This design comes from an exercise in tuning for small area, a short achievable clock period and few clock cycles per item on the open sky130 flow, not from production work.
Where RTL was checked, it was by simulation tests only, not by an equivalence proof against the original.
Power figures rest on the tool's default switching activity, not on a simulated workload.

== the reference run ==
// sm3_stream
module sm3_stream (
    input  wire         clk,
    input  wire         rst,          
    input  wire         in_valid,
    output wire         in_ready,
    input  wire [31:0]  in_data,      
    input  wire         in_last,
    input  wire [2:0]   in_nbytes,    
    output wire         out_valid,
    output wire [255:0] digest_o
);
    reg         ib_valid_q;
    reg [31:0]  ib_data_q;
    reg         ib_last_q;
    reg [2:0]   ib_nb_q;
    reg         pad_q;        
    reg         need80_q;     
    reg         lenblk_q;     
    reg [3:0]   slot_q;       
    reg [58:0]  words_q;      
    reg [1:0]   resid_q;      
    wire        core_take;
    wire [63:0] len_bits = {words_q, resid_q, 3'b000};
    wire        nb4 = ib_nb_q[2];     
    reg  [31:0] last_word;
    always @(*) begin
        case (ib_nb_q[1:0])
            2'd0: last_word = 32'h80000000;
            2'd1: last_word = {ib_data_q[31:24], 24'h800000};
  ...
==> module sm3_compress, before the edit <==
module sm3_compress (
    input  wire         clk,
    input  wire         rst,         
    input  wire         wvalid_i,    
    input  wire [31:0]  wdata_i,
    input  wire         wfinal_i,    
    output wire         wtake_o,     
    output reg          done_o,      
    output wire [255:0] digest_o     
);
    localparam [255:0] IV = {32'h7380166F, 32'h4914B2B9, 32'h172442D7, 32'hDA8A0600,
                             32'hA96F30BC, 32'h163138AA, 32'hE38DEE4D, 32'hB0FB0E4E};
    localparam [31:0]  T0 = 32'h79CC4519;
    localparam [31:0]  T1 = 32'h7A879D8A;
    localparam [1:0] S_PRE   = 2'd0;     
    localparam [1:0] S_ROUND = 2'd1;
    localparam [1:0] S_FIN   = 2'd2;     
    function [31:0] rotl;
        input [31:0] x;
        input [4:0]  n;
        begin
            rotl = (x << n) | (x >> (6'd32 - {1'b0, n}));
        end
    endfunction
    function [31:0] p0;
        input [31:0] x;
        begin
            p0 = x ^ {x[22:0], x[31:23]} ^ {x[14:0], x[31:15]};
        end
    endfunction
    function [31:0] p1;
        input [31:0] x;
        begin
            p1 = x ^ {x[16:0], x[31:17]} ^ {x[8:0], x[31:9]};
        end
    endfunction
    function [31:0] add32;
        input [31:0] x;
        input [31:0] y;
        reg   [31:0] g, p, gn, pn;
        integer      i, d;
        begin
            g = x & y;
            p = x ^ y;
            for (d = 1; d < 32; d = d * 2) begin
                for (i = 0; i < 32; i = i + 1) begin
                    if (i >= d) begin
                        gn[i] = g[i] | (p[i] & g[i - d]);
                        pn[i] = p[i] & p[i - d];
                    end else begin
                        gn[i] = g[i];
                        pn[i] = p[i];
                    end
                end
                g = gn;
                p = pn;
            end
            add32 = (x ^ y) ^ {g[30:0], 1'b0};
        end
    endfunction
    reg [1:0]   state_q;
    reg [5:0]   round_q;
    reg [2:0]   npre_q;                  
    reg         first_q;                 
    reg         cur_first_q;             
    reg         cur_final_q;             
    reg [255:0] v_q;                     
    reg [31:0]  a_q, b_q, c_q, d_q, e_q, f_q, g_q, h_q;
    reg [31:0]  dw_q, hw_q;
    reg [31:0]  k_q;                     
    reg         early_q;                 
    reg [511:0] w_q;                     
    wire in_round = (state_q == S_ROUND);
    wire in_pre   = (state_q == S_PRE);
    wire in_fin   = (state_q == S_FIN);
    wire need_in  = in_round & (round_q < 6'd10);
    wire opt_in   = (in_round & (round_q >= 6'd62)) | in_fin | in_pre;
    wire take     = wvalid_i & (need_in | opt_in);
    wire gen      = in_round & (round_q >= 6'd10) & (round_q < 6'd62);
    wire shift    = take | gen;
    wire go       = in_round & (~need_in | wvalid_i);
    wire setup    = in_pre & (npre_q == 3'd5) & wvalid_i;
    assign wtake_o = take;
    wire [31:0] w0  = w_q[511:480];
    wire [31:0] w3  = w_q[415:384];
    wire [31:0] w7  = w_q[287:256];
    wire [31:0] w10 = w_q[191:160];
    wire [31:0] w11 = w_q[159:128];
    wire [31:0] w13 = w_q[95:64];
    wire [31:0] w15 = w_q[31:0];
    wire [31:0] w_gen = p1(w0 ^ w7 ^ {w13[16:0], w13[31:17]})
                        ^ {w3[24:0], w3[31:25]} ^ w10;
    wire [31:0] w_in  = gen ? w_gen : wdata_i;
    wire        early = early_q;
    wire [31:0] k_j   = k_q;
    wire [31:0] a_r12 = {a_q[19:0], a_q[31:20]};
    wire [31:0] ss_t  = a_r12 + e_q + k_j;
    wire [31:0] ss1   = {ss_t[24:0], ss_t[31:25]};
    wire [31:0] ss2   = ss1 ^ a_r12;
    wire [31:0] ff    = early ? (a_q ^ b_q ^ c_q)
                              : ((a_q & b_q) | (a_q & c_q) | (b_q & c_q));
    wire [31:0] gg    = early ? (e_q ^ f_q ^ g_q)
                              : ((e_q & f_q) | (~e_q & g_q));
    wire [31:0] ffdw  = ff + dw_q;
    wire [31:0] gghw  = gg + hw_q;
    wire [31:0] tt1   = add32(ffdw, ss2);
    wire [31:0] tt2   = add32(gghw, ss1);
    wire [31:0] dw_n  = (setup ? d_q : c_q) + (w11 ^ w15);
    wire [31:0] hw_n  = (setup ? h_q : g_q) + w11;
    wire [255:0] v_new = (cur_first_q ? IV : v_q) ^ {a_q, b_q, c_q, d_q, e_q, f_q, g_q, h_q};
    assign digest_o = v_q;
    always @(posedge clk) begin
        if (shift)
            w_q <= {w_q[479:0], w_in};
        if (go | setup) begin
            dw_q <= dw_n;
            hw_q <= hw_n;
        end
        if (setup) begin
            k_q     <= T0;
            early_q <= 1'b1;
        end else if (go) begin
            k_q     <= (round_q == 6'd15) ? rotl(T1, 5'd16) : {k_q[30:0], k_q[31]};
            if (round_q == 6'd15)
                early_q <= 1'b0;
        end
        if (go) begin
            a_q <= tt1;
            b_q <= a_q;
            c_q <= {b_q[22:0], b_q[31:23]};
            d_q <= c_q;
            e_q <= p0(tt2);
            f_q <= e_q;
            g_q <= {f_q[12:0], f_q[31:13]};
            h_q <= g_q;
        end else if (in_fin) begin
            {a_q, b_q, c_q, d_q, e_q, f_q, g_q, h_q} <= v_new;
        end else if (in_pre & first_q) begin
            {a_q, b_q, c_q, d_q, e_q, f_q, g_q, h_q} <= IV;
        end
        if (in_fin)
            v_q <= v_new;
        if (rst) begin
            state_q     <= S_PRE;
            npre_q      <= 3'd0;
            first_q     <= 1'b1;
            cur_first_q <= 1'b1;
            cur_final_q <= 1'b0;
            done_o      <= 1'b0;
            round_q     <= 6'd0;
        end else begin
            done_o <= in_fin & cur_final_q;
            case (state_q)
                S_PRE: begin
                    if (setup) begin
                        npre_q      <= 3'd0;
                        round_q     <= 6'd0;
                        cur_first_q <= first_q;
                        cur_final_q <= 1'b0;
                        first_q     <= 1'b0;
                        state_q     <= S_ROUND;
                    end else if (take) begin
                        npre_q <= npre_q + 3'd1;
                    end
                end
                S_ROUND: begin
                    if (take & wfinal_i & need_in)
                        cur_final_q <= 1'b1;
                    if (take & ~need_in)
                        npre_q <= npre_q + 3'd1;
                    if (go) begin
                        round_q <= round_q + 6'd1;
                        if (round_q == 6'd63)
                            state_q <= S_FIN;
                    end
                end
                S_FIN: begin
                    if (take)
                        npre_q <= npre_q + 3'd1;
                    first_q <= cur_final_q;
                    state_q <= S_PRE;
                end
                default: state_q <= S_PRE;
            endcase
        end
    end
endmodule
export LEC_CHECK = 0
export CAP_MARGIN = 20
export CORE_MARGIN = 2
export CORE_UTILIZATION = 40
export PLACE_DENSITY = 0.6
export SLEW_MARGIN = 20
create_clock -name core_clock -period 20.0 [get_ports {clk}]
standard.sh (not shown) runs the stock make flow with config.mk's settings and CLKGATE_MAP_FILE= SYNTH_SCRIPT=/design/flow/synth_recipe.tcl, a recipe that flattens the netlist after the stock synthesis.
==> flow/flow/run.sh <==
#!/bin/bash
# Standard ORFS layout; the timing repair passes aim for extra setup slack
# (the clock and constraints are the design's).
set -euo pipefail
bash standard.sh synth > synth_make.log 2>&1
bash standard.sh finish SETUP_SLACK_MARGIN=14 > layout_make.log 2>&1
The reference run finished all stages; the layout is clean.
Testbench counts of the reference run, summed over its fixed seeds: cycles 58,316, bytes 42,033.
> inputs changed (the reference run -> the trial run)
--- a/flow/design.v
+++ b/flow/design.v
@@ -31,32 +31,8 @@
     function [31:0] p1;
         input [31:0] x;
         begin
             p1 = x ^ {x[16:0], x[31:17]} ^ {x[8:0], x[31:9]};
-        end
-    endfunction
-    function [31:0] add32;
-        input [31:0] x;
-        input [31:0] y;
-        reg   [31:0] g, p, gn, pn;
-        integer      i, d;
-        begin
-            g = x & y;
-            p = x ^ y;
-            for (d = 1; d < 32; d = d * 2) begin
-                for (i = 0; i < 32; i = i + 1) begin
-                    if (i >= d) begin
-                        gn[i] = g[i] | (p[i] & g[i - d]);
-                        pn[i] = p[i] & p[i - d];
-                    end else begin
-                        gn[i] = g[i];
-                        pn[i] = p[i];
-                    end
-                end
-                g = gn;
-                p = pn;
-            end
-            add32 = (x ^ y) ^ {g[30:0], 1'b0};
         end
     endfunction
     reg [1:0]   state_q;
     reg [5:0]   round_q;
@@ -100,12 +76,10 @@
     wire [31:0] ff    = early ? (a_q ^ b_q ^ c_q)
                               : ((a_q & b_q) | (a_q & c_q) | (b_q & c_q));
     wire [31:0] gg    = early ? (e_q ^ f_q ^ g_q)
                               : ((e_q & f_q) | (~e_q & g_q));
-    wire [31:0] ffdw  = ff + dw_q;
-    wire [31:0] gghw  = gg + hw_q;
-    wire [31:0] tt1   = add32(ffdw, ss2);
-    wire [31:0] tt2   = add32(gghw, ss1);
+    wire [31:0] tt1   = ff + ss2 + dw_q;
+    wire [31:0] tt2   = gg + ss1 + hw_q;
     wire [31:0] dw_n  = (setup ? d_q : c_q) + (w11 ^ w15);
     wire [31:0] hw_n  = (setup ? h_q : g_q) + w11;
     wire [255:0] v_new = (cur_first_q ? IV : v_q) ^ {a_q, b_q, c_q, d_q, e_q, f_q, g_q, h_q};
     assign digest_o = v_q;
## What came out
Looking at the reference run and the trial run, the fraction of area in clock buffers and inverters is a wash.
The adder-cell share of the synthesized area number comes out lower for the reference run vs the trial run.
Delta(fraction of final layout cells with drive strength greater than 1, the trial run - the reference run) > 0
Routed wire length on met2 ended up about 1.5% higher on the trial run than on the reference run.
The trial run ended up with a lower global-route wire length before repair than the reference run did.
The trial run vs. the reference run: register fraction of the total cell area increased 0.71 points, area after synthesis decreased about 1.6%.
The trial run ends up with a synthesized cell count that is 3.6% lower than in the reference run.
The run showing the smaller clock share of power is the reference run.
For the trial run, only the layout was checked, not whether the RTL still works.

## afterwards: timing with drivers on the ports
The results above use ideal ports. As a check the final layouts listed here were re-extracted and re-timed, cells and wires unchanged.
Step 1 (the two cells are an assumption about what drives the block):
set clk [get_ports {clk}]
set_driving_cell -lib_cell sky130_fd_sc_hd__clkbuf_16 $clk
set_driving_cell -lib_cell sky130_fd_sc_hd__buf_2 [delete_from_list [all_inputs] $clk]
Step 2 times the ports against the registers' clock, not the clock port: input delays grow and output delays shrink by t, the midpoint of the rising clock arrivals with the driver on.
Slacks: ideal / step 1 / step 2; pairs: ideal / step 1.
run | t, ns | setup WS [ns] | worst setup path after step 2 | slew at the worst register clock pin (ns) | worst data-port slew with drivers (ns)
the reference run | 0.858 | 13.541 / 13.541 / 13.541 | register to register | 0.07 / 0.07 | 0.04
the trial run | 0.829 | 13.219 / 13.219 / 13.219 | register to register | 0.07 / 0.07 | 0.06
After both steps every run listed still meets setup and hold.
